Context: an optimization exercise on an open-source flow, tuned for a short achievable clock period and few clock cycles per item. The choices shown serve that exercise and are no tape-out recipe. Only simulation tests tie the RTL to the original design; equivalence was not proved. Power figures rest on the tool's default switching activity, not on a simulated workload.

==> design/flow/design.v <==
module bcs (
    input  wire       clk,
    input  wire       rst,           
    input  wire       we,
    input  wire [4:0] addr,
    input  wire [7:0] wdata,
    output wire [7:0] rdata,
    input  wire       push_valid,
    input  wire [7:0] push_data,
    output wire       push_ready,
    output wire       pop_valid,
    output wire [7:0] pop_data,
    input  wire       pop_ready
);
    localparam [2:0] PH_IDLE     = 3'd0,
                     PH_LEN_LO   = 3'd1,
                     PH_LEN_HI   = 3'd2,
                     PH_FLAG     = 3'd3,
                     PH_PAYLOAD  = 3'd4,
                     PH_CHECKSUM = 3'd5;
    localparam [1:0] ERR_NONE     = 2'd0,
                     ERR_ILLEGAL  = 2'd1,
                     ERR_BUSY     = 2'd2,
                     ERR_OVERFLOW = 2'd3;
    reg        ovfchk;
    reg [7:0]  flag;
    reg [7:0]  namelen;
    reg [7:0]  htype;
    reg [31:0] plen;
    reg [15:0] hdlen;
    reg [15:0] hparam1;
    reg [15:0] hparam2;
    reg [7:0]  name [0:9];
    reg        plen_b3_nz;   
    reg        plen_b2_nz;   
    reg        plen_b1_ff;   
    reg        plen_b0_fe;   
    reg [1:0]  errcode;
    reg [7:0]  chk;
    reg [15:0] blen;
    reg [2:0]  phase;
    reg        op_enc;       
    reg        op_hblk;      
    reg [31:0] remain;       
    reg [4:0]  idx;          
    reg [7:0]  w_flag;
    reg [7:0]  hrec [0:16];
    reg [7:0]  outbuf;
    reg        outvld;
    reg        done;
    wire busy    = (phase != PH_IDLE) || outvld;
    wire in_pay  = (phase == PH_PAYLOAD) && op_enc;
    wire inrdy   = in_pay && !outvld;
    wire [7:0] status = {phase, outvld, inrdy, (errcode != ERR_NONE), done, busy};
    wire adv = !outvld || pop_ready;
    assign push_ready = in_pay && adv;
    assign pop_valid  = outvld;
    assign pop_data   = outbuf;
    reg [7:0] packed_hdr [0:16];
    integer k;
    always @(*) begin
        packed_hdr[0] = htype;
        for (k = 0; k < 10; k = k + 1)
            packed_hdr[1 + k] = (k < namelen) ? name[k] : 8'h20;
        packed_hdr[11] = hdlen[7:0];
        packed_hdr[12] = hdlen[15:8];
        packed_hdr[13] = hparam1[7:0];
        packed_hdr[14] = hparam1[15:8];
        packed_hdr[15] = hparam2[7:0];
        packed_hdr[16] = hparam2[15:8];
    end
    reg        rd_ovfchk_n;
    reg  [7:0] rd_cfg_n [4:27];
    genvar ra;
    wire [7:0] rd_src [0:31];
    assign rd_src[5'h00] = 8'h00;
    assign rd_src[5'h01] = status;
    assign rd_src[5'h02] = {6'b0, errcode};
    assign rd_src[5'h03] = {7'b0, ~rd_ovfchk_n};
    assign rd_src[5'h07] = 8'h00;
    generate
        for (ra = 5'h04; ra <= 5'h1B; ra = ra + 1) begin : g_rd_cfg
            if (ra != 5'h07) begin : g_src
                assign rd_src[ra] = ~rd_cfg_n[ra];
            end
        end
    endgenerate
    assign rd_src[5'h1C] = chk;
    assign rd_src[5'h1D] = blen[7:0];
    assign rd_src[5'h1E] = blen[15:8];
    assign rd_src[5'h1F] = 8'h00;
    wire [7:0] grp_sel;                  
    bcs_dec3 u_grp_dec (.a(addr[4:2]), .y(grp_sel));
    genvar b, h;
    generate
        for (b = 0; b < 8; b = b + 1) begin : g_rd
            wire [3:0] lo_sel;           
            wire [7:0] grp_n;            
            bcs_dec2 u_lo_dec (.a(addr[1:0]), .y(lo_sel));
            for (h = 0; h < 8; h = h + 1) begin : g_grp
                wire m01_n, m23_n, m_any;
                bcs_ao22i u_m01 (.a1(lo_sel[0]), .a2(rd_src[4*h+0][b]),
                                 .b1(lo_sel[1]), .b2(rd_src[4*h+1][b]), .y(m01_n));
                bcs_ao22i u_m23 (.a1(lo_sel[2]), .a2(rd_src[4*h+2][b]),
                                 .b1(lo_sel[3]), .b2(rd_src[4*h+3][b]), .y(m23_n));
                bcs_nand2 u_any (.a(m01_n), .b(m23_n), .y(m_any));
                bcs_nand2 u_grp (.a(m_any), .b(grp_sel[h]), .y(grp_n[h]));
            end
            wire lo_n, hi_n;
            bcs_and4  u_lo (.a(grp_n[0]), .b(grp_n[1]), .c(grp_n[2]), .d(grp_n[3]), .y(lo_n));
            bcs_and4  u_hi (.a(grp_n[4]), .b(grp_n[5]), .c(grp_n[6]), .d(grp_n[7]), .y(hi_n));
            bcs_nand2 u_out (.a(lo_n), .b(hi_n), .y(rdata[b]));
        end
    endgenerate
    wire cmd_wr      = we && (addr == 5'h00);
    wire cmd_legal   = (wdata[7:4] == 4'h0) && (wdata[3:0] <= 4'h4);
    wire plen_ovf    = ovfchk && (plen_b3_nz || plen_b2_nz || (plen_b1_ff && plen_b0_fe));
    wire [15:0] plen_plus2 = plen[15:0] + 16'd2;
    always @(posedge clk) begin
        if (rst) begin
            ovfchk  <= 1'b0;
            flag    <= 8'h00;
            namelen <= 8'd5;
            htype   <= 8'h00;
            plen    <= 32'h0;
            hdlen   <= 16'h0;
            hparam1 <= 16'h0;
            hparam2 <= 16'h0;
            name[0] <= 8'h48;    
            name[1] <= 8'h45;    
            name[2] <= 8'h4C;    
            name[3] <= 8'h4C;    
            name[4] <= 8'h4F;    
            name[5] <= 8'h00;
            name[6] <= 8'h00;
            name[7] <= 8'h00;
            name[8] <= 8'h00;
            name[9] <= 8'h00;
            plen_b3_nz <= 1'b0;
            plen_b2_nz <= 1'b0;
            plen_b1_ff <= 1'b0;
            plen_b0_fe <= 1'b0;
        end else if (we) begin
            case (addr)
                5'h03: ovfchk        <= wdata[0];
                5'h04: flag          <= wdata;
                5'h05: namelen       <= wdata;
                5'h06: htype         <= wdata;
                5'h08: begin
                    plen[7:0]   <= wdata;
                    plen_b0_fe  <= (wdata[7:1] == 7'h7F);
                end
                5'h09: begin
                    plen[15:8]  <= wdata;
                    plen_b1_ff  <= (wdata == 8'hFF);
                end
                5'h0A: begin
                    plen[23:16] <= wdata;
                    plen_b2_nz  <= (wdata != 8'h00);
                end
                5'h0B: begin
                    plen[31:24] <= wdata;
                    plen_b3_nz  <= (wdata != 8'h00);
                end
                5'h0C: hdlen[7:0]    <= wdata;
                5'h0D: hdlen[15:8]   <= wdata;
                5'h0E: hparam1[7:0]  <= wdata;
                5'h0F: hparam1[15:8] <= wdata;
                5'h10: hparam2[7:0]  <= wdata;
                5'h11: hparam2[15:8] <= wdata;
                5'h12: name[0] <= wdata;
                5'h13: name[1] <= wdata;
                5'h14: name[2] <= wdata;
                5'h15: name[3] <= wdata;
                5'h16: name[4] <= wdata;
                5'h17: name[5] <= wdata;
                5'h18: name[6] <= wdata;
                5'h19: name[7] <= wdata;
                5'h1A: name[8] <= wdata;
                5'h1B: name[9] <= wdata;
                default: ;
            endcase
        end
    end
    always @(posedge clk) begin
        if (rst) begin
            rd_ovfchk_n  <= 1'b1;
            for (k = 4; k < 28; k = k + 1)
                rd_cfg_n[k] <= 8'hFF;
            rd_cfg_n[5]  <= ~8'd5;
            rd_cfg_n[18] <= ~8'h48;    
            rd_cfg_n[19] <= ~8'h45;    
            rd_cfg_n[20] <= ~8'h4C;    
            rd_cfg_n[21] <= ~8'h4C;    
            rd_cfg_n[22] <= ~8'h4F;    
        end else if (we) begin
            if (addr == 5'h03)
                rd_ovfchk_n <= ~wdata[0];
            for (k = 4; k < 28; k = k + 1)
                if (k != 7 && addr == k[4:0])
                    rd_cfg_n[k] <= ~wdata;
        end
    end
    always @(posedge clk) begin
        if (rst) begin
            errcode <= ERR_NONE;
            chk     <= 8'h00;
            blen    <= 16'h0;
            phase   <= PH_IDLE;
            op_enc  <= 1'b0;
            op_hblk <= 1'b0;
            remain  <= 32'h0;
            idx     <= 5'd0;
            w_flag  <= 8'h00;
            for (k = 0; k < 17; k = k + 1)
                hrec[k] <= 8'h00;
            outbuf  <= 8'h00;
            outvld  <= 1'b0;
            done    <= 1'b0;
        end else begin
            if (!busy) begin
                for (k = 0; k < 17; k = k + 1)
                    hrec[k] <= packed_hdr[k];
                remain <= plen;
                w_flag <= flag;
            end
            if (adv) begin
                outvld <= 1'b0;
                case (phase)
                    PH_LEN_HI: begin
                        outbuf <= blen[15:8];
                        outvld <= 1'b1;
                        phase  <= PH_FLAG;
                    end
                    PH_FLAG: begin
                        outbuf <= op_enc ? w_flag : 8'h00;
                        outvld <= 1'b1;
                        chk    <= op_enc ? w_flag : 8'h00;
                        if (op_enc && remain == 32'h0)
                            phase <= PH_CHECKSUM;
                        else
                            phase <= PH_PAYLOAD;
                    end
                    PH_PAYLOAD: begin
                        if (op_enc) begin
                            if (push_valid) begin
                                outbuf <= push_data;
                                outvld <= 1'b1;
                                chk    <= chk ^ push_data;
                                remain <= remain - 32'd1;
                                if (remain == 32'd1)
                                    phase <= PH_CHECKSUM;
                            end
                        end else begin
                            outbuf <= hrec[idx];
                            outvld <= 1'b1;
                            chk    <= chk ^ hrec[idx];
                            idx    <= idx + 5'd1;
                            if (idx == 5'd16) begin
                                if (op_hblk) begin
                                    phase <= PH_CHECKSUM;
                                end else begin
                                    phase <= PH_IDLE;
                                    done  <= 1'b1;
                                end
                            end
                        end
                    end
                    PH_CHECKSUM: begin
                        outbuf <= chk;
                        outvld <= 1'b1;
                        phase  <= PH_IDLE;
                        done   <= 1'b1;
                    end
                    default: ;
                endcase
            end
            if (cmd_wr) begin
                if (busy) begin
                    errcode <= ERR_BUSY;
                end else if (!cmd_legal) begin
                    errcode <= ERR_ILLEGAL;
                end else begin
                    case (wdata[2:0])
                        3'd1: begin  
                            if (plen_ovf) begin
                                errcode <= ERR_OVERFLOW;
                            end else begin
                                op_enc  <= 1'b1;
                                op_hblk <= 1'b0;
                                blen    <= plen_plus2;
                                chk     <= 8'h00;
                                done    <= 1'b0;
                                outbuf  <= plen_plus2[7:0];
                                outvld  <= 1'b1;
                                phase   <= PH_LEN_HI;
                            end
                        end
                        3'd2: begin  
                            op_enc  <= 1'b0;
                            op_hblk <= 1'b0;
                            idx     <= 5'd1;
                            chk     <= packed_hdr[0];
                            done    <= 1'b0;
                            outbuf  <= packed_hdr[0];
                            outvld  <= 1'b1;
                            phase   <= PH_PAYLOAD;
                        end
                        3'd3: begin  
                            op_enc  <= 1'b0;
                            op_hblk <= 1'b1;
                            idx     <= 5'd0;
                            blen    <= 16'd19;
                            chk     <= 8'h00;
                            done    <= 1'b0;
                            outbuf  <= 8'h13;
                            outvld  <= 1'b1;
                            phase   <= PH_LEN_HI;
                        end
                        3'd4: begin  
                            errcode <= ERR_NONE;
                            done    <= 1'b0;
                        end
                        default: ;  
                    endcase
                end
            end
        end
    end
endmodule
module bcs_dec2 (input wire [1:0] a, output wire [3:0] y);
    assign y[0] = ~a[1] & ~a[0];
    assign y[1] = ~a[1] &  a[0];
    assign y[2] =  a[1] & ~a[0];
    assign y[3] =  a[1] &  a[0];
endmodule
module bcs_dec3 (input wire [2:0] a, output wire [7:0] y);
    assign y[0] = ~a[2] & ~a[1] & ~a[0];
    assign y[1] = ~a[2] & ~a[1] &  a[0];
    assign y[2] = ~a[2] &  a[1] & ~a[0];
    assign y[3] = ~a[2] &  a[1] &  a[0];
    assign y[4] =  a[2] & ~a[1] & ~a[0];
    assign y[5] =  a[2] & ~a[1] &  a[0];
    assign y[6] =  a[2] &  a[1] & ~a[0];
    assign y[7] =  a[2] &  a[1] &  a[0];
endmodule
module bcs_ao22i (input wire a1, input wire a2, input wire b1, input wire b2,
                  output wire y);
    assign y = ~((a1 & a2) | (b1 & b2));
endmodule
module bcs_nand2 (input wire a, input wire b, output wire y);
    assign y = ~(a & b);
endmodule
module bcs_and4 (input wire a, input wire b, input wire c, input wire d,
                 output wire y);
    assign y = a & b & c & d;
endmodule
==> design/flow/run.sh <==
#!/bin/bash
# synth_recipe.tcl (not shown) runs the flow's synth.tcl, then flattens the netlist and writes it again
# the make line also repeats each setting of config.mk as NAME=value (left out here)
make -C /OpenROAD-flow-scripts/flow DESIGN_CONFIG=/design/flow/config.mk WORK_HOME=/design/flow/orfs CLKGATE_MAP_FILE= SYNTH_SCRIPT=/design/flow/synth_recipe.tcl finish
==> design/flow/config.mk <==
export PLATFORM = sky130hd
export DESIGN_NAME = bcs
export DESIGN_NICKNAME = bcs
export VERILOG_FILES = /design/flow/design.v
export SDC_FILE = /design/flow/constraint.sdc
export NUM_CORES = 4
export LEC_CHECK = 0
export CAP_MARGIN = 20
export CORE_MARGIN = 2
export CORE_UTILIZATION = 40
export PLACE_DENSITY = 0.6
export SETUP_SLACK_MARGIN = 3.2
export SLEW_MARGIN = 20
export SYNTH_HIERARCHICAL = 1
==> design/flow/constraint.sdc <==
create_clock -name core_clock -period 6.0 [get_ports {clk}]
set_input_delay 1.2000 -clock core_clock [delete_from_list [all_inputs] [get_ports {clk}]]
set_output_delay 1.2000 -clock core_clock [all_outputs]
set_load 0.01 [all_outputs]
==> summary.txt, run 1 <==
Clock network
  • H-tree Lvls: 3
  • CTS sink cnt: ~600
  • Clock Tree Root: clkbuf_16
  • # hold bufs at CTS: 0
  • Clock latency on the worst-skew pair: between 600 and 700 ps
  • Clock-pin slew on the worst setup and hold paths: 60 ps
  • TritonCTS Buffers: 66
  • CTS max path bufs: 3
  • CTS tree: yes

Worst setup path
  • CP max FO: 8
  • Worst setup EP type: output pin
  • Crit start category: input pin
  • WP data arrival: around 2600 ps
  • Reg2reg path depth: 6
  • Kind of critical path: in -> out
  • Critical Path RT: 4800 ps

Yosys
  • Synth warn: 15
  • Netlist cell types: about 80
  • Syn avg cell area: approximately 7.8 µm²
  • Number of synthesized flops with an enable pin: 0
  • Mapped Area: approximately 0.027 mm²
  • Seq/Total Area, Yosys: 0.447
  • Cell count after synthesis: roughly 3400
  • Ys flop type: dfxtp_1
  • Ys async rst share: 0
  • Flop and latch count out of synthesis: between 500 and 600

Global route
  • Number of antenna violations at the first check in global routing: 2
  • Vias in the first global route: between 20000 and 25000
  • Largest net degree at the start of global routing: ~120
  • First-pass GRT wire length: around 160 mm
  • Overflow after GRT: 0
  • Tot GR Track Use: 0.298

Timing
  • Clock period minus final worst setup slack: ~3800 ps
  • Setup violators final: 0
  • Final Hold Fails: 0
  • Max Fclk: approximately 0.26 GHz
  • RSZ-0062 raised after global routing: true
  • Final WS setup: approximately 2200 ps
  • TNS Setup: 0 ps
  • Period utilization: 0.639
  • Worst-Margin Slew: 1120 ps
  • Worst Clk Skew: 23.0 ps
  • Rel. slew slack: 0.251
  • Slew Limit Fails: 0

Die
  • FP Rows: 94
  • Starting Density: 0.405
  • Die Width: 262 µm
  • Core area: 0.0659 mm²
  • Io pins: 44
  • Die height: 262 µm
  • Die area: between 0.06 and 0.07 mm²

Placed design
  • Dpl hpwl: between 70 and 80 mm
  • RD Place Congestion: 0.946
  • Worst slack at placement: about 870 ps
  • Placed Instance Area: about 0.028 mm²
  • Buffers on Ports: between 40 and 50

Cells and area
  • Antenna diode count: 0
  • Most common cell after layout, fill and taps aside: nand2_1
  • Share of post-route cells with drive strength above 1: 0.155
  • Fin area: 0.0321 mm²
  • Fillers: between 6000 and 7000
  • Synthesis-to-layout area growth: 20.4%
  • Final net count: about 3500
  • Commonest non-fill, non-tap cells in the layout: nand2_1, dfxtp_1, a21oi_1

Drt
  • Antenna violation net count after detailed routing: 0
  • Vias per std cell: about 5.8
  • First-pass detailed-route iteration total: 6
  • Initial DRC Count: roughly 3000
  • DR vias: roughly 26000
  • DRC Markers: 0
  • DR WL/cell: between 20 and 25 µm
  • Total wire length: about 110 mm

Worst hold path
  • Worst Hold Path Cells: 2
  • HP Class: reg -> reg

Run status
  • Outcome: complete, no violations

Power
  • Power Dens Cells: roughly 270 mW/mm²
  • Static leakage: roughly 13 nW
  • Max rail drop VDD: roughly 0.18 mV

Flow run
  • Max Cap Viol: 0
-- area by class of cell --
class | instances | area [µm²] | share of cell area
flip-flops and latches | 596 | 12000 | 0.372
clock buffers | 87 | 1870 | 0.0582
multi-input cells | 2440 | 13900 | 0.434
clock inverters | 28 | 358 | 0.0111
well taps | 864 | 1080 | 0.0337
inverters | 212 | 827 | 0.0257
repair inverters | 1 | 8.76 | 0.000273
repair buffers | 178 | 2080 | 0.0648
-- metrics by stage --
| stage | utilization | hold WS [ps] | instances | total power, mW |
|---|---|---|---|---|
| after detailed placement | 0.427 | 434 | 4195 | 4.52 |
| final | 0.488 | 442 | 4406 | 8.74 |
| after floorplan | - | 422 | 3455 | 4.35 |
| after global placement | 0.426 | 432 | 4191 | 4.52 |
| after CTS | 0.482 | 440 | 4385 | 8.75 |
| after global routing | 0.488 | 456 | 4406 | 8.95 |
-- what timing repair did --
action,in CTS,in global routing
setup endpoints to repair,443,102
gates resized for setup,170,49
pin swaps,68,53
gates cloned,9,2
setup buffers,66,19
-- cells by family (layout without fill, tap and decap cells) --
logic type / Yosys count / count (layout) / synth area share
compound gates: 941 / 941 / 0.242
other cells: 1 / 37 / 0.000141
xor+xnor: 17 / 17 / 0.00558
simple gates: 1396 / 1397 / 0.227
buf+inv: 420 / 506 / 0.0592
mux: 39 / 39 / 0.0148
fa+ha+maj: 9 / 9 / 0.00422
flops: 596 / 596 / 0.447
-- Yosys stat by module, one instance, submodules excluded --
module / cell area, µm² / cells
bcs_dec3: 65.1 / 8
bcs: 24100 / 3099
bcs_ao22i: 12.5 / 1
bcs_nand2: 3.75 / 1
bcs_dec2: 26.3 / 4
bcs_and4: 8.76 / 1
-- power by group --
part | total, mW | leakage [nW] | internal, mW | switching (mW)
clock network | 4.21 | 1.09 | 2.47 | 1.73
logic | 0.525 | 6.88 | 0.175 | 0.349
registers | 4.01 | 4.83 | 3.99 | 0.0214
total | 8.74 | 12.8 | 6.64 | 2.11
-- final timing paths --
check	from	end	slack [ps]
setup / recovery	addr[0]	rdata[2]	2170
hold / removal	name[9][5]	hrec[10][5]	440
setup reg to reg	remain[4]	remain[26]	3210
hold reg to reg	name[9][5]	hrec[10][5]	440
-- layer usage --
metal	vias to the layer above	GRT usage	share of wire
met1	12300	0.438	0.44
met2	1293	0.435	0.42
li1	11900	-	-
met3	186	0.0591	0.10
met4	0	0.0966	0.037
met5	-	0	0
-- critical path, stage by stage --
cell     delay, ps
buf_16         120
buf_12         130
buf_12         130
buf_12         120
nor2b_4        120
buf_12         140
a22oi_2         80
nand2_1         70
nand2_1         50
and4_1         200
nand2_2        140
buf_6          130
-- synth_stat cells, types with 15 or more instances --
master | count | area share
nor2_1 | 204 | 0.029
nor2b_1 | 26 | 0.0061
mux2i_1 | 36 | 0.014
nand2b_1 | 19 | 0.0045
o211ai_1 | 42 | 0.012
o21ai_0 | 198 | 0.037
nor4_1 | 19 | 0.0045
nand3_1 | 59 | 0.011
a31oi_1 | 18 | 0.0042
a22oi_1 | 93 | 0.026
nor3_1 | 51 | 0.0096
inv_1 | 212 | 0.030
a21boi_0 | 15 | 0.0042
a211oi_1 | 17 | 0.0048
clkbuf_1 | 193 | 0.027
and4_1 | 16 | 0.0053
o22ai_1 | 17 | 0.0040
dfxtp_1 | 596 | 0.45
a22oi_2 | 128 | 0.060
nand2_1 | 892 | 0.13
a21oi_1 | 319 | 0.060
-- state kept, by name, summed over array words and instances, names as in the netlist, 2 cells and up --
name      count
remain       32
outbuf        8
chk           8
phase         3
hparam2      16
hdlen        16
hrec        136
namelen       8
errcode       2
name         80
flag          8
hparam1      16
rd_cfg_n    184
htype         8
blen         16
plen         32
w_flag        8
idx           5
Testbench counts, summed over its fixed seeds: cycles 47,101, bytes 46,188.
==> run 2: changes to the inputs <==
--- a/design/flow/design.v
+++ b/design/flow/design.v
@@ -71,5 +71,2 @@
     end
-    reg        rd_ovfchk_n;
-    reg  [7:0] rd_cfg_n [4:27];
-    genvar ra;
     wire [7:0] rd_src [0:31];
@@ -78,11 +75,27 @@
     assign rd_src[5'h02] = {6'b0, errcode};
-    assign rd_src[5'h03] = {7'b0, ~rd_ovfchk_n};
+    assign rd_src[5'h03] = {7'b0, ovfchk};
+    assign rd_src[5'h04] = flag;
+    assign rd_src[5'h05] = namelen;
+    assign rd_src[5'h06] = htype;
     assign rd_src[5'h07] = 8'h00;
-    generate
-        for (ra = 5'h04; ra <= 5'h1B; ra = ra + 1) begin : g_rd_cfg
-            if (ra != 5'h07) begin : g_src
-                assign rd_src[ra] = ~rd_cfg_n[ra];
-            end
-        end
-    endgenerate
+    assign rd_src[5'h08] = plen[7:0];
+    assign rd_src[5'h09] = plen[15:8];
+    assign rd_src[5'h0A] = plen[23:16];
+    assign rd_src[5'h0B] = plen[31:24];
+    assign rd_src[5'h0C] = hdlen[7:0];
+    assign rd_src[5'h0D] = hdlen[15:8];
+    assign rd_src[5'h0E] = hparam1[7:0];
+    assign rd_src[5'h0F] = hparam1[15:8];
+    assign rd_src[5'h10] = hparam2[7:0];
+    assign rd_src[5'h11] = hparam2[15:8];
+    assign rd_src[5'h12] = name[0];
+    assign rd_src[5'h13] = name[1];
+    assign rd_src[5'h14] = name[2];
+    assign rd_src[5'h15] = name[3];
+    assign rd_src[5'h16] = name[4];
+    assign rd_src[5'h17] = name[5];
+    assign rd_src[5'h18] = name[6];
+    assign rd_src[5'h19] = name[7];
+    assign rd_src[5'h1A] = name[8];
+    assign rd_src[5'h1B] = name[9];
     assign rd_src[5'h1C] = chk;
@@ -91,23 +104,28 @@
     assign rd_src[5'h1F] = 8'h00;
-    wire [7:0] grp_sel;                  
-    bcs_dec3 u_grp_dec (.a(addr[4:2]), .y(grp_sel));
-    genvar b, h;
+    wire [3:0] lo_sel;                   
+    bcs_dec2 u_lo_dec (.a(addr[1:0]), .y(lo_sel));
+    genvar b, l;
     generate
         for (b = 0; b < 8; b = b + 1) begin : g_rd
-            wire [3:0] lo_sel;           
-            wire [7:0] grp_n;            
-            bcs_dec2 u_lo_dec (.a(addr[1:0]), .y(lo_sel));
-            for (h = 0; h < 8; h = h + 1) begin : g_grp
-                wire m01_n, m23_n, m_any;
-                bcs_ao22i u_m01 (.a1(lo_sel[0]), .a2(rd_src[4*h+0][b]),
-                                 .b1(lo_sel[1]), .b2(rd_src[4*h+1][b]), .y(m01_n));
-                bcs_ao22i u_m23 (.a1(lo_sel[2]), .a2(rd_src[4*h+2][b]),
-                                 .b1(lo_sel[3]), .b2(rd_src[4*h+3][b]), .y(m23_n));
-                bcs_nand2 u_any (.a(m01_n), .b(m23_n), .y(m_any));
-                bcs_nand2 u_grp (.a(m_any), .b(grp_sel[h]), .y(grp_n[h]));
+            wire [7:0] grp_sel;          
+            if (b % 2 == 0) begin : g_dec
+                bcs_dec3 u_grp_dec (.a(addr[4:2]), .y(grp_sel));
+            end else begin : g_nodec
+                assign grp_sel = g_rd[b-1].grp_sel;
+            end
+            wire [3:0] col_n;            
+            for (l = 0; l < 4; l = l + 1) begin : g_col
+                wire m01_n, m23_n, m45_n, m67_n, col;
+                bcs_ao22i u_m01 (.a1(grp_sel[0]), .a2(rd_src[0*4+l][b]),
+                                 .b1(grp_sel[1]), .b2(rd_src[1*4+l][b]), .y(m01_n));
+                bcs_ao22i u_m23 (.a1(grp_sel[2]), .a2(rd_src[2*4+l][b]),
+                                 .b1(grp_sel[3]), .b2(rd_src[3*4+l][b]), .y(m23_n));
+                bcs_ao22i u_m45 (.a1(grp_sel[4]), .a2(rd_src[4*4+l][b]),
+                                 .b1(grp_sel[5]), .b2(rd_src[5*4+l][b]), .y(m45_n));
+                bcs_ao22i u_m67 (.a1(grp_sel[6]), .a2(rd_src[6*4+l][b]),
+                                 .b1(grp_sel[7]), .b2(rd_src[7*4+l][b]), .y(m67_n));
+                bcs_nand4 u_col (.a(m01_n), .b(m23_n), .c(m45_n), .d(m67_n), .y(col));
+                bcs_nand2 u_sel (.a(col), .b(lo_sel[l]), .y(col_n[l]));
             end
-            wire lo_n, hi_n;
-            bcs_and4  u_lo (.a(grp_n[0]), .b(grp_n[1]), .c(grp_n[2]), .d(grp_n[3]), .y(lo_n));
-            bcs_and4  u_hi (.a(grp_n[4]), .b(grp_n[5]), .c(grp_n[6]), .d(grp_n[7]), .y(hi_n));
-            bcs_nand2 u_out (.a(lo_n), .b(hi_n), .y(rdata[b]));
+            bcs_nand4 u_out (.a(col_n[0]), .b(col_n[1]), .c(col_n[2]), .d(col_n[3]), .y(rdata[b]));
         end
@@ -186,21 +204,2 @@
         if (rst) begin
-            rd_ovfchk_n  <= 1'b1;
-            for (k = 4; k < 28; k = k + 1)
-                rd_cfg_n[k] <= 8'hFF;
-            rd_cfg_n[5]  <= ~8'd5;
-            rd_cfg_n[18] <= ~8'h48;    
-            rd_cfg_n[19] <= ~8'h45;    
-            rd_cfg_n[20] <= ~8'h4C;    
-            rd_cfg_n[21] <= ~8'h4C;    
-            rd_cfg_n[22] <= ~8'h4F;    
-        end else if (we) begin
-            if (addr == 5'h03)
-                rd_ovfchk_n <= ~wdata[0];
-            for (k = 4; k < 28; k = k + 1)
-                if (k != 7 && addr == k[4:0])
-                    rd_cfg_n[k] <= ~wdata;
-        end
-    end
-    always @(posedge clk) begin
-        if (rst) begin
             errcode <= ERR_NONE;
@@ -353,5 +352,5 @@
 endmodule
-module bcs_and4 (input wire a, input wire b, input wire c, input wire d,
-                 output wire y);
-    assign y = a & b & c & d;
+module bcs_nand4 (input wire a, input wire b, input wire c, input wire d,
+                  output wire y);
+    assign y = ~(a & b & c & d);
 endmodule
==> run 2 against run 1 <==
Still clean. Final area down 21%. Count of clock-buffer cells in the layout down 20. Clock power down 28%. Sequential share of layout area down 4.6 points. Synthesized area down 24%. Critical path type unchanged. Largest power group unchanged. Highest routed layer is now met5.
==> summary.txt, run 2 <==
Yosys
  • Cell with the most instances after synthesis: dfxtp_1
  • Flop and latch count out of synthesis: just over 400
  • Yosys top cell area share: 0.408
  • Syn avg cell area: between 8 and 9 µm²
  • Ys flop type: dfxtp_1
  • Netlist cell types: 80
  • Number of synthesized flops with an enable pin: 0
  • Post-synth top cells: dfxtp_1, nor2_1, nand2_1
  • Cell count after synthesis: roughly 2400
  • Synth warn: 13
  • Ys async rst share: 0
  • Mapped Area: ~0.020 mm²
  • Cell taking the most area after synthesis: dfxtp_1
  • Seq/Total Area, Yosys: 0.408
  • Synth top area cells: dfxtp_1, a22oi_2, mux2i_1

Placed design
  • RD Place Congestion: between 0.9 and 1
  • Buffers on Ports: 43
  • Placed Instance Area: ~0.022 mm²
  • Dpl hpwl: between 60 and 70 mm
  • Placed cell count: ~3000

Timing
  • Period utilization: 0.637
  • Rel. slew slack: 0.204
  • Final Hold Fails: 0
  • Worst Clk Skew: ~37 ps
  • Worst-Margin Slew: roughly 1200 ps
  • Slew Limit Fails: 0
  • TNS Setup: 0 ps
  • Clock period minus final worst setup slack: around 3800 ps
  • Setup violators final: 0
  • Max Fclk: approximately 0.26 GHz
  • RSZ-0062 raised after global routing: true

Die
  • Die Width: ~230 µm
  • Die area: roughly 0.052 mm²
  • Starting Density: 0.404
  • Die height: approximately 230 µm
  • Core area: approximately 0.050 mm²
  • Io pins: 44
  • FP Rows: 82

Drt
  • Met1 Wirelength: 38.7 mm
  • WL met3: between 10 and 15 mm
  • DRC Markers: 0
  • DR vias: between 20000 and 25000
  • Met2 routed WL: approximately 37 mm
  • Total wire length: 92.8 mm
  • Antenna violation net count after detailed routing: 0
  • First-pass detailed-route iteration total: 6
  • Initial DRC Count: roughly 2800
  • DR WL/cell: approximately 29 µm
  • Uppermost layer routed: met5
  • Vias per std cell: around 6.3

Cells and area
  • Fin area: roughly 0.025 mm²
  • Max FFs per register: between 100 and 150
  • Commonest non-fill, non-tap cells in the layout: dfxtp_1, nand2_1, nor2_1
  • Most common cell after layout, fill and taps aside: dfxtp_1
  • Final net count: ~2500
  • Fillers: 4696
  • Antenna diode count: 0
  • Non-Filler Instances: 3207
  • Largest regs: hrec (136), name (80)
  • Multi-input logic area: 0.0121 mm²
  • Synthesis-to-layout area growth: 25.3%
  • Share of post-route cells with drive strength above 1: 0.224
  • Reg area: approximately 0.0083 mm²
  • Register bank with the most flops: hrec

Global route
  • Overflow after GRT: 0
  • Vias in the first global route: 18600
  • First-pass GRT wire length: 132 mm
  • Tot GR Track Use: 0.344
  • Largest net degree at the start of global routing: between 200 and 250
  • Number of antenna violations at the first check in global routing: 2

Worst hold path
  • HP Class: reg -> reg
  • Worst Hold Path Cells: 2

Worst setup path
  • Crit start category: input pin
  • CP max FO: 8
  • Critical Path RT: around 4800 ps
  • Worst setup EP type: output pin
  • WP data arrival: 2620 ps
  • Reg2reg path depth: 8
  • Kind of critical path: in -> out

Power
  • Tot Pwr: 6.30 mW
  • Max rail drop VDD: between 0.15 and 0.2 mV
  • Static leakage: roughly 9 nW
  • Power Dens Cells: around 250 mW/mm²

Clock network
  • CTS max path bufs: 3
  • CTS tree: yes
  • Clock-pin slew on the worst setup and hold paths: 60 ps
  • H-tree Lvls: 2
  • CTS sink cnt: 411
  • TritonCTS Buffers: 46
  • Clock Tree Root: clkbuf_16
  • Clock latency on the worst-skew pair: 620 ps

Run status
  • Outcome: complete, no violations

Flow run
  • Max Cap Viol: 0
## run 2: worst max-delay path: stages
cell and delay, ps:
buf_16 120, buf_8 120, and3b_2 250, buf_4 150, a22oi_2 130, nand4_1 110
nand2_1 90, nand4_1 210, buf_2 220
## run 2: path summary, 6_finish.rpt
path,start,slack (ps),endpoint
max reg2reg,idx[3],3210,chk[2]
min reg2reg,hrec[15][3],460,hrec[15][3]
min,hrec[15][3],460,hrec[15][3]
max,addr[3],2180,rdata[2]
## run 2: power breakdown
group | internal, mW | switching [mW] | leakage, nW
combinational | 0.171 | 0.302 | 4.87
clock | 1.80 | 1.24 | 0.802
sequential | 2.75 | 0.0277 | 3.33
## run 2: logic make-up after synthesis
kind of cell | count (synthesis) | share of synthesized area
simple gates | 939 | 0.216
flops | 411 | 0.408
other cells | 1 | 0.000186
xor+xnor | 17 | 0.00738
buf+inv | 197 | 0.0386
compound gates | 644 | 0.247
mux | 148 | 0.0775
fa+ha+maj | 9 | 0.00558
## run 2: layout make-up
class | count | area share
repair buffers | 212 | 0.0933
flip-flops and latches | 411 | 0.326
clock inverters | 19 | 0.00955
well taps | 672 | 0.0332
inverters | 31 | 0.00524
clock buffers | 67 | 0.0542
multi-input cells | 1795 | 0.478
## run 2: what timing repair did
| action | in CTS | in global routing |
|---|---|---|
| buffers inserted | 80 | 27 |
| endpoints found under the setup margin | 239 | 123 |
| pin swaps | 93 | 73 |
| hold buffers | 0 | 0 |
| resized for setup | 230 | 75 |
| cloned | 12 | 1 |
## run 2: stage by stage
stage	worst slack (ps)	utilization	hold WS, ps
after floorplan	2780	-	429
after global placement	1160	0.431	440
after detailed placement	1150	0.431	447
after CTS	2230	0.496	455
after global routing	2160	0.506	471
final	2180	0.506	457
## run 2: modules after synthesis, one instance, submodules excluded
| module | flip-flops and latches | cells | cell area [µm²] | times used |
|---|---|---|---|---|
| bcs | 411 | 2130 | 17900 | 1 |
| bcs_dec3 | 0 | 8 | 65.1 | 4 |
| bcs_dec2 | 0 | 4 | 26.3 | 1 |
| bcs_ao22i | 0 | 1 | 12.5 | 128 |
| bcs_nand4 | 0 | 1 | 6.26 | 40 |
| bcs_nand2 | 0 | 1 | 3.75 | 32 |
## run 2: layer usage
layer	up-vias	global-route usage
met5	-	0
met4	2	0.197
met3	276	0.0822
met2	1231	0.476
li1	8863	-
met1	9926	0.484
Testbench counts of run 2, summed over its fixed seeds: cycles 47,101, bytes 46,188.
==> run 3: changes to the inputs <==
--- a/design/flow/config.mk
+++ b/design/flow/config.mk
@@ -11,3 +11,3 @@
 export PLACE_DENSITY = 0.6
-export SETUP_SLACK_MARGIN = 3.2
+export SETUP_SLACK_MARGIN = 3.5
 export SLEW_MARGIN = 20
==> run 3 against run 2 <==
Non-clock buffer count up 33. Clock skew shrank 14 ps. Sequential share of layout area is 1.0 points lower. Synthesized cell count is the same. Hold slack lost 4.4 ps. Sequential power about the same. Count of clock-buffer cells in the layout unchanged. Final area grew 3.2%. Largest power group unchanged. Wire length rose by 4.0%. Die area stayed put.
==> summary.txt, run 3 <==
Yosys
  • Seq/Total Area, Yosys: 0.408
  • Cell with the most instances after synthesis: dfxtp_1
  • Number of synthesized flops with an enable pin: 0
  • Synth warn: 13
  • Synth top area cells: dfxtp_1, a22oi_2, mux2i_1
  • Cell count after synthesis: ~2400
  • Netlist cell types: 80
  • Post-synth top cells: dfxtp_1, nor2_1, nand2_1
  • Yosys top cell area share: 0.408
  • Ys flop type: dfxtp_1
  • Cell taking the most area after synthesis: dfxtp_1
  • Syn avg cell area: 8.53 µm²
  • Ys async rst share: 0
  • Mapped Area: between 0.02 and 0.025 mm²
  • Flop and latch count out of synthesis: about 410

Worst hold path
  • HP Class: reg -> reg

Timing
  • Period utilization: 0.648
  • Worst Clk Skew: 23.0 ps
  • Rel. slew slack: 0.221
  • Max Fclk: about 0.26 GHz
  • Slew Limit Fails: 0
  • Clock period minus final worst setup slack: 3890 ps
  • Worst-Margin Slew: ~1200 ps
  • Hold WS: approximately 450 ps
  • Setup violators final: 0
  • RSZ-0062 raised after global routing: true
  • Final Hold Fails: 0
  • TNS Setup: 0 ps

Cells and area
  • Final net count: between 2000 and 3000
  • Non-Filler Instances: roughly 3200
  • Register bank with the most flops: hrec
  • Fin area: around 0.026 mm²
  • Largest regs: hrec (136), name (80)
  • Antenna diode count: 0
  • Commonest non-fill, non-tap cells in the layout: dfxtp_1, nand2_1, nor2_1
  • Synthesis-to-layout area growth: 29.4%
  • Most common cell after layout, fill and taps aside: dfxtp_1
  • Fillers: between 4000 and 5000
  • Share of post-route cells with drive strength above 1: 0.250
  • Max FFs per register: 136

Placed design
  • RD Place Congestion: ~0.93
  • Buffers on Ports: 43
  • Placed Instance Area: ~0.022 mm²
  • Dpl hpwl: between 60 and 70 mm
  • Placed cell count: approximately 3000

Flow run
  • Max Cap Viol: 0

Die
  • Starting Density: 0.404
  • Core area: approximately 0.05 mm²
  • Io pins: 44
  • FP Rows: between 80 and 90
  • Die height: between 200 and 250 µm
  • Die Width: about 230 µm
  • Die area: ~0.052 mm²

Clock network
  • CTS tree: yes
  • Clock-pin slew on the worst setup and hold paths: around 60 ps
  • TritonCTS Buffers: 47
  • H-tree Lvls: 2
  • CTS max path bufs: 3
  • # hold bufs at CTS: 0
  • Clock latency on the worst-skew pair: approximately 600 ps
  • Clock Tree Root: clkbuf_16
  • CTS sink cnt: 411

Worst setup path
  • Worst setup EP type: output pin
  • CP max FO: 7
  • Flop2flop setup slack: about 3100 ps
  • Crit start category: input pin
  • Kind of critical path: in -> out
  • WP data arrival: about 2700 ps
  • Critical Path RT: about 4800 ps

Power
  • Static leakage: 9.34 nW
  • Sw Pwr: between 1.5 and 2 mW
  • Tot Pwr: roughly 6.2 mW
  • Power share of the clock group: 0.476
  • Combinational share of power: 0.080
  • Switching part of the total power: 0.248
  • Power Dens Cells: between 200 and 250 mW/mm²
  • Int Pwr: 4.70 mW
  • Max rail drop VDD: 0.197 mV
  • Sequential share of power: 0.445

Global route
  • Overflow after GRT: 0
  • First-pass GRT wire length: around 130 mm
  • Tot GR Track Use: 0.347
  • Number of antenna violations at the first check in global routing: 1
  • Vias in the first global route: roughly 19000
  • Largest net degree at the start of global routing: roughly 140

Drt
  • Antenna violation net count after detailed routing: 0
  • Total wire length: 96.6 mm
  • DRC Markers: 0
  • DR WL/cell: about 30 µm
  • DR vias: around 21000
  • First-pass detailed-route iteration total: 8
  • Initial DRC Count: about 3100
  • Vias per std cell: 6.43

Run status
  • Outcome: complete, no violations
==> run 3: cell counts after synthesis <==
Identical to the previous run, type by type.
==> run 3: worst paths after layout <==
path                            startpoint    endpoint  cells after the start
worst max-delay path               addr[4]    rdata[4]                      9
worst min-delay path            hrec[8][5]  hrec[8][5]                      2
worst max register to register    phase[0]      chk[5]                     14
worst min register to register  hrec[8][5]  hrec[8][5]                      2
==> run 3: modules after synthesis (local to each module, per instance) <==
| module | area (µm²) | copies in the design | cells | flops+latches |
|---|---|---|---|---|
| bcs_nand4 | 6.26 | 40 | 1 | 0 |
| bcs_dec2 | 26.3 | 1 | 4 | 0 |
| bcs_dec3 | 65.1 | 4 | 8 | 0 |
| bcs_nand2 | 3.75 | 32 | 1 | 0 |
| bcs_ao22i | 12.5 | 128 | 1 | 0 |
| bcs | 17900 | 1 | 2130 | 411 |
==> run 3: what timing repair did <==
action,4_1_cts,5_1_grt
hold endpoints to repair,0,0
setup buffers,107,32
resized for setup,286,112
setup endpoints to repair,410,167
pin swaps,118,61
gates cloned,10,5
==> run 3: cell families after synthesis <==
kind of cell    share of synthesized area
buf+inv                            0.0386
other cells                      0.000186
flops                               0.408
simple gates                        0.216
xor+xnor                          0.00738
compound gates                      0.247
mux                                0.0775
fa+ha+maj                         0.00558
==> run 3: final cells by class <==
type / instances / area [µm²] / area share
inverters: 31 / 131 / 0.00503
flip-flops and latches: 411 / 8250 / 0.316
repair buffers: 245 / 2870 / 0.110
clock inverters: 16 / 185 / 0.00709
multi-input cells: 1796 / 12400 / 0.477
well taps: 672 / 841 / 0.0322
clock buffers: 67 / 1380 / 0.0530
==> run 3: critical path, stage by stage <==
cell	delay, ps
buf_16	130
buf_8	140
nor3b_4	160
buf_12	140
a22oi_2	210
nand4_1	130
nand2_1	80
nand4_1	250
buf_2	230
==> run 3: layer usage <==
layer | GRT usage | part of all wire
met3 | 0.0671 | 0.11
met4 | 0.191 | 0.070
met2 | 0.502 | 0.41
met1 | 0.484 | 0.41
met5 | 0 | 0
==> run 3: metrics by stage <==
step / setup slack (ps) / utilization
after global routing: 2130 / 0.523
after CTS: 2200 / 0.504
after detailed placement: 1110 / 0.432
after global placement: 1150 / 0.432
final: 2110 / 0.523
after floorplan: 2780 / -
==> run 3: power groups by stage <==
stage	logic, mW	clock network [mW]	registers [mW]
floorplan	0.217	0	2.83
global placement	0.362	0	2.84
detailed placement	0.364	0	2.84
CTS	0.458	2.98	2.78
global route	0.510	3.10	2.78
finish	0.498	2.97	2.78
==> run 4: changes to the inputs <==
==> design/flow/flow/run.sh (new file) <==
#!/bin/bash
# The standard layout, with the read-path pins placed together (flow/io.tcl,
# run just before IO placement). Each tool's output goes to ORFS's own logs
# under orfs/logs; standard.sh's output goes to standard.log here.
set -euo pipefail
here=$(pwd)
echo "export PRE_IO_PLACEMENT_TCL = $here/flow/io.tcl" >> "$FLOW_CONFIG"
bash standard.sh > standard.log 2>&1
==> design/flow/flow/io.tcl (new file) <==
# Before IO placement: keep the register window's address inputs and read
# data outputs together in the middle of the left edge, so the read path
# (addr to rdata, through the read mux) stays short.
set die [ord::get_die_area]
set h [expr {[lindex $die 3] - [lindex $die 1]}]
set lo [expr {int([lindex $die 1] + 0.42 * $h)}]
set hi [expr {int([lindex $die 1] + 0.58 * $h)}]
set rd_pins {}
foreach p {addr[4] addr[3] addr[2] addr[1] addr[0]
           rdata[0] rdata[1] rdata[2] rdata[3] rdata[4] rdata[5] rdata[6] rdata[7]} {
  lappend rd_pins [get_ports $p]
}
set_io_pin_constraint -pin_names $rd_pins -region left:$lo-$hi
==> design/flow/standard.sh (new file) <==
#!/bin/bash
# synth_recipe.tcl (not shown) runs the flow's synth.tcl, then flattens the netlist and writes it again
# the make line also repeats each setting of config.mk as NAME=value (left out here)
make -C /OpenROAD-flow-scripts/flow DESIGN_CONFIG=/design/flow/config.mk WORK_HOME=/design/flow/orfs CLKGATE_MAP_FILE= SYNTH_SCRIPT=/design/flow/synth_recipe.tcl "${@:-finish}"
--- a/design/flow/config.mk
+++ b/design/flow/config.mk
@@ -11,4 +11,5 @@
 export PLACE_DENSITY = 0.6
-export SETUP_SLACK_MARGIN = 3.5
+export SETUP_SLACK_MARGIN = 3.2
 export SLEW_MARGIN = 20
 export SYNTH_HIERARCHICAL = 1
+export PRE_IO_PLACEMENT_TCL = /design/flow/flow/io.tcl
removed: design/flow/run.sh
==> run 4 against run 3 <==
Still clean. First-iteration DRC count down 21%. Count of clock-buffer cells in the layout is 6 lower. Sequential power is essentially flat. Largest cell class unchanged. Hold slack better by 1.5 ps. Highest routed layer is now met5. Final area fell by 3.4%.
==> summary.txt, run 4 <==
Worst setup path
  • Critical Path RT: between 4000 and 5000 ps
  • Flop2flop setup slack: between 3000 and 4000 ps
  • CP max FO: 8
  • Kind of critical path: in -> out
  • Origin of the worst setup path: addr[3]
  • WP data arrival: ~2600 ps
  • Crit path capture: rdata[1]
  • Crit start category: input pin
  • Reg2reg path depth: 5
  • Terminus of the critical flop-to-flop path: hrec[5][6]
  • Worst setup EP type: output pin
  • R2R Path Start: namelen[4]

Timing
  • Clock period minus final worst setup slack: 3800 ps
  • Worst Clk Skew: 25.8 ps
  • Period utilization: 0.633
  • RSZ-0062 raised after global routing: true
  • Final Hold Fails: 0
  • TNS Setup: 0 ps
  • Setup violators final: 0
  • Worst-Margin Slew: 1110 ps
  • Max Fclk: between 0.2 and 0.3 GHz
  • Slew Limit Fails: 0
  • Rel. slew slack: 0.262

Drt
  • DR WL/cell: roughly 29 µm
  • Antenna violation net count after detailed routing: 0
  • Total wire length: between 90 and 100 mm
  • Vias per std cell: around 6.3
  • First-pass detailed-route iteration total: 8
  • Initial DRC Count: approximately 2500
  • DRC Markers: 0
  • DR vias: about 20000

Yosys
  • Yosys top cell area share: 0.408
  • Flop and latch count out of synthesis: just over 400
  • Post-synthesis compound-gate area fraction: 0.247
  • Ys flop type: dfxtp_1
  • Ys async rst share: 0
  • Seq/Total Area, Yosys: 0.408
  • Mux share of post-synthesis cell area: 0.0775
  • Synth warn: 13
  • XOR/XNOR share of the synthesized area: 0.00738
  • Synth top area cells: dfxtp_1, a22oi_2, mux2i_1
  • Netlist cell types: 80
  • Syn avg cell area: 8.53 µm²
  • Cell taking the most area after synthesis: dfxtp_1
  • Cell count after synthesis: 2366
  • Simple-gate share of the synthesized area: 0.216
  • Post-synth top cells: dfxtp_1, nor2_1, nand2_1
  • Mapped Area: 0.0202 mm²
  • Cell with the most instances after synthesis: dfxtp_1
  • Combinational family with the most area after synthesis: compound AO/OA/AOI/OAI gates
  • Number of synthesized flops with an enable pin: 0
  • Adder-Cell Fraction of Synth Area: 0.00558

Clock network
  • H-tree Lvls: 2
  • Clock-pin slew on the worst setup and hold paths: 50 ps
  • # hold bufs at CTS: 0
  • CTS max path bufs: 3
  • Clock latency on the worst-skew pair: just under 600 ps
  • CTS sink cnt: between 400 and 500
  • TritonCTS Buffers: 46
  • Clock Tree Root: clkbuf_16
  • CTS tree: yes

Global route
  • GR Util met3: 0.0866
  • Number of antenna violations at the first check in global routing: 3
  • Overflow after GRT: 0
  • GRT busiest layer: met2
  • Tot GR Track Use: 0.339
  • First-pass GRT wire length: between 100 and 150 mm
  • Largest net degree at the start of global routing: approximately 210
  • Met2 GRT Util: 0.498
  • M1 GR Usage: 0.463
  • Vias in the first global route: ~18000

Cells and area
  • Final net count: 2527
  • Antenna diode count: 0
  • Most common cell after layout, fill and taps aside: dfxtp_1
  • Largest regs: hrec (136), name (80)
  • Share of post-route cells with drive strength above 1: 0.215
  • Synthesis-to-layout area growth: 25.0%
  • Fillers: around 4800
  • Register bank with the most flops: hrec
  • Commonest non-fill, non-tap cells in the layout: dfxtp_1, nand2_1, nor2_1
  • Max FFs per register: about 140

Die
  • Die height: roughly 230 µm
  • Core area: between 0.04 and 0.05 mm²
  • Die area: between 0.05 and 0.06 mm²
  • Io pins: 44
  • FP Rows: about 80
  • Die Width: between 200 and 250 µm
  • Starting Density: 0.404

Power
  • Static leakage: 8.96 nW
  • Tot Pwr: 6.29 mW
  • Max rail drop VDD: between 0.15 and 0.2 mV
  • Power Dens Cells: about 250 mW/mm²

Worst hold path
  • Worst Hold Path Cells: 2
  • HP Class: reg -> reg

Placed design
  • RD Place Congestion: 0.988
  • Buffers on Ports: 43
  • Dpl hpwl: 63.8 mm

Flow run
  • Max Cap Viol: 0

Run status
  • Outcome: complete, no violations
[run 4: cell counts after synthesis]
Identical to the previous run, type by type.
[run 4: final cells by class]
class | count | area (µm²) | area share
flip-flops and latches | 411 | 8250 | 0.327
multi-input cells | 1795 | 12100 | 0.479
clock inverters | 22 | 329 | 0.0130
clock buffers | 61 | 1280 | 0.0507
well taps | 672 | 841 | 0.0333
repair buffers | 207 | 2320 | 0.0920
inverters | 31 | 124 | 0.00491
[run 4: repair_timing]
item	4_1_cts	5_1_grt
gates resized for setup	235	56
hold endpoints to repair	0	0
setup endpoints to repair	322	114
buffers inserted	89	26
cloned	9	1
pin swaps	120	53
[run 4: worst min path at each step]
stage	endpoint	slack (ps)	startpoint
detailed placement	hrec[8][1]	440	hrec[8][1]
global placement	hrec[8][5]	440	hrec[8][5]
finish	hrec[12][4]	450	hrec[12][4]
floorplan	hrec[8][5]	430	hrec[8][5]
CTS	hrec[8][1]	450	hrec[8][1]
global route	hrec[14][3]	470	hrec[14][3]
[run 4: cell families after synthesis]
group | Yosys count
buf+inv | 197
mux | 148
other cells | 1
xor+xnor | 17
simple gates | 939
fa+ha+maj | 9
flops | 411
compound gates | 644
[run 4: modules after synthesis (local to each module, per instance)]
module     flip-flops and latches  cells  times used  area [µm²]
bcs                           411   2130           1       17900
bcs_nand2                       0      1          32        3.75
bcs_dec3                        0      8           4        65.1
bcs_nand4                       0      1          40        6.26
bcs_ao22i                       0      1         128        12.5
bcs_dec2                        0      4           1        26.3
[run 4: report_power, final]
| group | internal [mW] | leakage [nW] | total, mW | switching, mW |
|---|---|---|---|---|
| registers | 2.75 | 3.33 | 2.78 | 0.0318 |
| logic | 0.170 | 4.85 | 0.462 | 0.291 |
| clock network | 1.85 | 0.784 | 3.04 | 1.20 |
| total | 4.77 | 8.96 | 6.29 | 1.52 |
[run 4: layer usage]
metal  vias to the layer above  share of wire  wire, µm
met5                         -        0.00023        21
met4                         4          0.053      4890
met3                       222           0.11      9800
met2                      1108           0.43     39100
met1                      9864           0.41     38100
li1                       8877              -         -
[run 4: critical path, stage by stage]
cell and delay (ps):
buf_16 120, and3b_2 310, a22oi_2 200, nand4_1 150, nand2_1 90, nand4_1 260, buf_2 250
[run 4: stage by stage]
stage	instance area (µm²)	utilization	instances	worst slack, ps	hold WS [ps]
2_1_floorplan	20600	-	2402	2780	429
6_report	25200	0.505	3199	2200	454
3_5_place_dp	21500	0.430	2991	1080	443
5_1_grt	25200	0.505	3199	2190	470
3_3_place_gp	21400	0.429	2991	1110	439
4_1_cts	24800	0.495	3172	2270	451
==> run 5: changes to the inputs <==
--- a/design/flow/design.v
+++ b/design/flow/design.v
@@ -104,28 +104,19 @@
     assign rd_src[5'h1F] = 8'h00;
-    wire [3:0] lo_sel;                   
-    bcs_dec2 u_lo_dec (.a(addr[1:0]), .y(lo_sel));
-    genvar b, l;
+    wire [7:0] grp_sel;                  
+    bcs_dec3 u_grp_dec (.a(addr[4:2]), .y(grp_sel));
+    genvar b, h;
     generate
         for (b = 0; b < 8; b = b + 1) begin : g_rd
-            wire [7:0] grp_sel;          
-            if (b % 2 == 0) begin : g_dec
-                bcs_dec3 u_grp_dec (.a(addr[4:2]), .y(grp_sel));
-            end else begin : g_nodec
-                assign grp_sel = g_rd[b-1].grp_sel;
+            wire [7:0] grp_n;            
+            for (h = 0; h < 8; h = h + 1) begin : g_grp
+                wire m01_n, m23_n, m;
+                bcs_mux2i u_m01 (.s(addr[0]), .a(rd_src[4*h+0][b]), .b(rd_src[4*h+1][b]), .y(m01_n));
+                bcs_mux2i u_m23 (.s(addr[0]), .a(rd_src[4*h+2][b]), .b(rd_src[4*h+3][b]), .y(m23_n));
+                bcs_mux2i u_m   (.s(addr[1]), .a(m01_n), .b(m23_n), .y(m));
+                bcs_nand2 u_grp (.a(m), .b(grp_sel[h]), .y(grp_n[h]));
             end
-            wire [3:0] col_n;            
-            for (l = 0; l < 4; l = l + 1) begin : g_col
-                wire m01_n, m23_n, m45_n, m67_n, col;
-                bcs_ao22i u_m01 (.a1(grp_sel[0]), .a2(rd_src[0*4+l][b]),
-                                 .b1(grp_sel[1]), .b2(rd_src[1*4+l][b]), .y(m01_n));
-                bcs_ao22i u_m23 (.a1(grp_sel[2]), .a2(rd_src[2*4+l][b]),
-                                 .b1(grp_sel[3]), .b2(rd_src[3*4+l][b]), .y(m23_n));
-                bcs_ao22i u_m45 (.a1(grp_sel[4]), .a2(rd_src[4*4+l][b]),
-                                 .b1(grp_sel[5]), .b2(rd_src[5*4+l][b]), .y(m45_n));
-                bcs_ao22i u_m67 (.a1(grp_sel[6]), .a2(rd_src[6*4+l][b]),
-                                 .b1(grp_sel[7]), .b2(rd_src[7*4+l][b]), .y(m67_n));
-                bcs_nand4 u_col (.a(m01_n), .b(m23_n), .c(m45_n), .d(m67_n), .y(col));
-                bcs_nand2 u_sel (.a(col), .b(lo_sel[l]), .y(col_n[l]));
-            end
-            bcs_nand4 u_out (.a(col_n[0]), .b(col_n[1]), .c(col_n[2]), .d(col_n[3]), .y(rdata[b]));
+            wire lo_n, hi_n;
+            bcs_and4  u_lo (.a(grp_n[0]), .b(grp_n[1]), .c(grp_n[2]), .d(grp_n[3]), .y(lo_n));
+            bcs_and4  u_hi (.a(grp_n[4]), .b(grp_n[5]), .c(grp_n[6]), .d(grp_n[7]), .y(hi_n));
+            bcs_nand2 u_out (.a(lo_n), .b(hi_n), .y(rdata[b]));
         end
@@ -329,7 +320,4 @@
 endmodule
-module bcs_dec2 (input wire [1:0] a, output wire [3:0] y);
-    assign y[0] = ~a[1] & ~a[0];
-    assign y[1] = ~a[1] &  a[0];
-    assign y[2] =  a[1] & ~a[0];
-    assign y[3] =  a[1] &  a[0];
+module bcs_mux2i (input wire s, input wire a, input wire b, output wire y);
+    assign y = ~(s ? b : a);
 endmodule
@@ -345,6 +333,2 @@
 endmodule
-module bcs_ao22i (input wire a1, input wire a2, input wire b1, input wire b2,
-                  output wire y);
-    assign y = ~((a1 & a2) | (b1 & b2));
-endmodule
 module bcs_nand2 (input wire a, input wire b, output wire y);
@@ -352,5 +336,5 @@
 endmodule
-module bcs_nand4 (input wire a, input wire b, input wire c, input wire d,
-                  output wire y);
-    assign y = ~(a & b & c & d);
+module bcs_and4 (input wire a, input wire b, input wire c, input wire d,
+                 output wire y);
+    assign y = a & b & c & d;
 endmodule
==> design/flow/run.sh (new file) <==
#!/bin/bash
# synth_recipe.tcl (not shown) runs the flow's synth.tcl, then flattens the netlist and writes it again
# the make line also repeats each setting of config.mk as NAME=value (left out here)
make -C /OpenROAD-flow-scripts/flow DESIGN_CONFIG=/design/flow/config.mk WORK_HOME=/design/flow/orfs CLKGATE_MAP_FILE= SYNTH_SCRIPT=/design/flow/synth_recipe.tcl finish
--- a/design/flow/config.mk
+++ b/design/flow/config.mk
@@ -14,2 +14 @@
 export SYNTH_HIERARCHICAL = 1
-export PRE_IO_PLACEMENT_TCL = /design/flow/flow/io.tcl
removed: design/flow/flow/run.sh
removed: design/flow/flow/io.tcl
removed: design/flow/standard.sh
==> run 5 against run 4 <==
Hold slack about the same. Total power fell by 0.79%. Register-to-register slack worse by 90 ps. Via count fell by 2.7%. Sequential cell count did not move. Critical path type unchanged. Largest cell class unchanged. Largest power group unchanged. Highest routed layer is now met4.
==> summary.txt, run 5 <==
Run status
  • Outcome: complete, no violations

Die
  • Die area: about 0.053 mm²
  • Die height: 229 µm
  • Starting Density: 0.405
  • Die Width: around 230 µm
  • Io pins: 44
  • Core area: ~0.05 mm²
  • FP Rows: around 80

Worst setup path
  • R2R Path Start: idx[1]
  • Reg2reg path depth: 9
  • Kind of critical path: in -> out
  • Flop2flop setup slack: 3130 ps
  • Origin of the worst setup path: addr[0]
  • CP max FO: 8
  • Worst setup EP type: output pin
  • Terminus of the critical flop-to-flop path: chk[2]
  • Critical Path RT: between 4000 and 5000 ps
  • Crit start category: input pin
  • WP data arrival: between 2000 and 3000 ps

Yosys
  • Ys flop type: dfxtp_1
  • Seq/Total Area, Yosys: 0.405
  • Cell count after synthesis: around 2400
  • Cell taking the most area after synthesis: dfxtp_1
  • Synth warn: 13
  • Synth top area cells: dfxtp_1, mux2i_1, nand2_1
  • Ys async rst share: 0
  • Cell with the most instances after synthesis: dfxtp_1
  • Mapped Area: roughly 0.020 mm²
  • Number of synthesized flops with an enable pin: 0
  • Post-synth top cells: dfxtp_1, nand2_1, mux2i_1
  • Yosys top cell area share: 0.405
  • Netlist cell types: between 70 and 80
  • Flop and latch count out of synthesis: roughly 410
  • Syn avg cell area: roughly 8.4 µm²

Drt
  • DRC Markers: 0
  • Total wire length: approximately 83 mm
  • Initial DRC Count: 2626
  • DR WL/cell: between 20 and 30 µm
  • Antenna violation net count after detailed routing: 0
  • Vias per std cell: approximately 6.1
  • First-pass detailed-route iteration total: 6
  • DR vias: around 20000

Timing
  • Slew Limit Fails: 0
  • RSZ-0062 raised after global routing: true
  • Rel. slew slack: 0.191
  • Clock period minus final worst setup slack: approximately 3800 ps
  • Final Hold Fails: 0
  • Worst-Margin Slew: 1210 ps
  • Period utilization: 0.629
  • Max Fclk: roughly 0.26 GHz
  • Setup violators final: 0
  • Worst Clk Skew: around 25 ps
  • Hold WS: 454 ps
  • TNS Setup: 0 ps

Cells and area
  • Share of post-route cells with drive strength above 1: 0.154
  • Antenna diode count: 0
  • Non-Filler Instances: between 3000 and 4000
  • Final net count: between 2000 and 3000
  • Largest regs: hrec (136), name (80)
  • Synthesis-to-layout area growth: 23.8%
  • Final Util: 0.502
  • Most common cell after layout, fill and taps aside: dfxtp_1
  • Register bank with the most flops: hrec
  • Commonest non-fill, non-tap cells in the layout: dfxtp_1, nand2_1, nor2_1
  • Max FFs per register: between 100 and 150

Global route
  • Tot GR Track Use: 0.303
  • First-pass GRT wire length: roughly 120 mm
  • Largest net degree at the start of global routing: 214
  • Overflow after GRT: 0
  • Number of antenna violations at the first check in global routing: 0
  • Vias in the first global route: between 15000 and 20000

Clock network
  • Clock latency on the worst-skew pair: 610 ps
  • CTS tree: yes
  • Clock Tree Root: clkbuf_16
  • # hold bufs at CTS: 0
  • Clock-pin slew on the worst setup and hold paths: 60 ps
  • TritonCTS Buffers: 47
  • H-tree Lvls: 2
  • CTS sink cnt: slightly above 400
  • CTS max path bufs: 3

Worst hold path
  • Hold EP: hrec[12][4]
  • HP Class: reg -> reg
  • Min-delay src: hrec[12][4]
  • Worst Hold Path Cells: 2

Placed design
  • Dpl hpwl: 53.8 mm
  • Buffers on Ports: 43
  • Placed cell count: roughly 3000
  • RD Place Congestion: approximately 0.96

Power
  • Max rail drop VDD: ~0.23 mV
  • Power Dens Cells: 248 mW/mm²
  • Static leakage: 9.42 nW
  • Tot Pwr: just over 6 mW

Flow run
  • Max Cap Viol: 0
==> run 5: cell count changes after synthesis <==
cell | previous run | this run
and2_2 | 1 | 0
nand2_1 | 305 | 345
nor2_1 | 310 | 309
nor2b_1 | 35 | 34
nand4_1 | 52 | 12
nor3b_1 | 18 | 9
nor3_1 | 32 | 29
and3_2 | 4 | 1
and2b_2 | 1 | 0
mux2i_1 | 127 | 319
a22oi_2 | 129 | 1
and3b_2 | 12 | 3
and4_1 | 2 | 18
==> run 5: final cells by class <==
type | count | area, µm²
multi-input cells | 1846 | 12200
fillers | 4657 | 25000
flip-flops and latches | 411 | 8250
inverters | 31 | 120
clock inverters | 16 | 184
well taps | 672 | 841
clock buffers | 72 | 1420
repair buffers | 170 | 2110
==> run 5: cell families after synthesis <==
kind of cell	synth area share
buffers and inverters	0.0383
AOI/OAI and AO/OA	0.166
muxes	0.172
other	0.000185
xor gates and xnor gates	0.00733
and+or+nand+nor	0.206
adders and majority gates	0.00554
DFF	0.405
==> run 5: what timing repair did <==
| action | 4_1_cts | 5_1_grt |
|---|---|---|
| endpoints found under the setup margin | 289 | 94 |
| pin swaps | 47 | 32 |
| cloned | 14 | 2 |
| setup buffers | 49 | 25 |
| gates resized for setup | 263 | 73 |
| hold endpoints to repair | 0 | 0 |
==> run 5: stage by stage <==
stage	area [µm²]	setup slack [ps]
floorplan	20600	2780
global placement	21500	1100
detailed placement	21500	1110
CTS	24600	2250
global route	25200	2190
finish	25200	2220
==> run 5: Yosys stat by module, one instance, submodules excluded <==
module / flip-flops and latches / times used / area [µm²]
bcs_nand2: 0 / 72 / 3.75
bcs_and4: 0 / 16 / 8.76
bcs: 411 / 1 / 17900
bcs_dec3: 0 / 1 / 65.1
bcs_mux2i: 0 / 192 / 10.0
==> run 5: how the worst max path moves through the flow <==
stage	end	slack, ps	cells past startpoint
after floorplan	chk[7]	2780	9
after global placement	rdata[0]	1100	6
after detailed placement	rdata[0]	1110	6
after CTS	rdata[1]	2250	9
after global routing	rdata[3]	2190	10
final	rdata[1]	2220	10
==> run 5: worst max-delay path, stage by stage <==
cell and delay [ps]:
buf_16 130, buf_16 190, buf_16 150, buf_6 110
mux2i_2 210, mux2i_1 100, nand2_1 70, and4_1 180
nand2_2 90, buf_6 130
==> run 5: layer usage <==
| metal | GRT usage | share of wire |
|---|---|---|
| met5 | 0 | 0 |
| met4 | 0.137 | 0.050 |
| met3 | 0.0437 | 0.088 |
| met2 | 0.455 | 0.43 |
| met1 | 0.427 | 0.43 |
==> run 5: power by group <==
part	total, mW	internal, mW	switching (mW)	leakage (nW)
logic	0.493	0.194	0.299	5.32
registers	2.78	2.75	0.0251	3.33
clock network	2.97	1.73	1.24	0.780
Testbench counts of run 5, summed over its fixed seeds: cycles 47,101, bytes 46,188.

## port drivers added, routing unchanged
No port has a modelled driver above. Below, the same layouts with a new extraction and two added sets of constraints.
Step 1 assumes that a clkbuf_16 drives the clock port and a buf_2 every other input.
Step 2 adds t to the input delays and takes it off the output delays; t is the mean of the earliest and latest rising clock arrival at the registers after step 1. Input paths then give back, and output paths get back, about the clock's delay inside the block.
Three values: ideal, step 1, step 2; two values: the first two.
| run | shift t [ns] | setup WS [ns] | worst hold slack (ns) | worst setup path at the end | slew at the worst register clock pin (ns) |
|---|---|---|---|---|---|
| run 1 | 0.669 | 2.167 / 2.076 / 2.076 | 0.442 / 0.442 / 0.442 | input to output | 0.06 / 0.06 |
| run 2 | 0.663 | 2.176 / 1.893 / 1.893 | 0.457 / 0.457 / 0.457 | input to output | 0.07 / 0.07 |
| run 3 | 0.647 | 2.112 / 2.001 / 2.001 | 0.452 / 0.452 / 0.452 | input to output | 0.06 / 0.06 |
| run 4 | 0.633 | 2.203 / 1.926 / 1.926 | 0.454 / 0.454 / 0.454 | input to output | 0.07 / 0.07 |
| run 5 | 0.655 | 2.224 / 1.905 / 1.905 | 0.454 / 0.454 / 0.454 | input to output | 0.07 / 0.07 |
After both steps setup and hold are still met in every run listed. For run 5, which loses most, drivers alone change the setup slack by -0.319 ns; drivers and shift together by -0.319 ns.
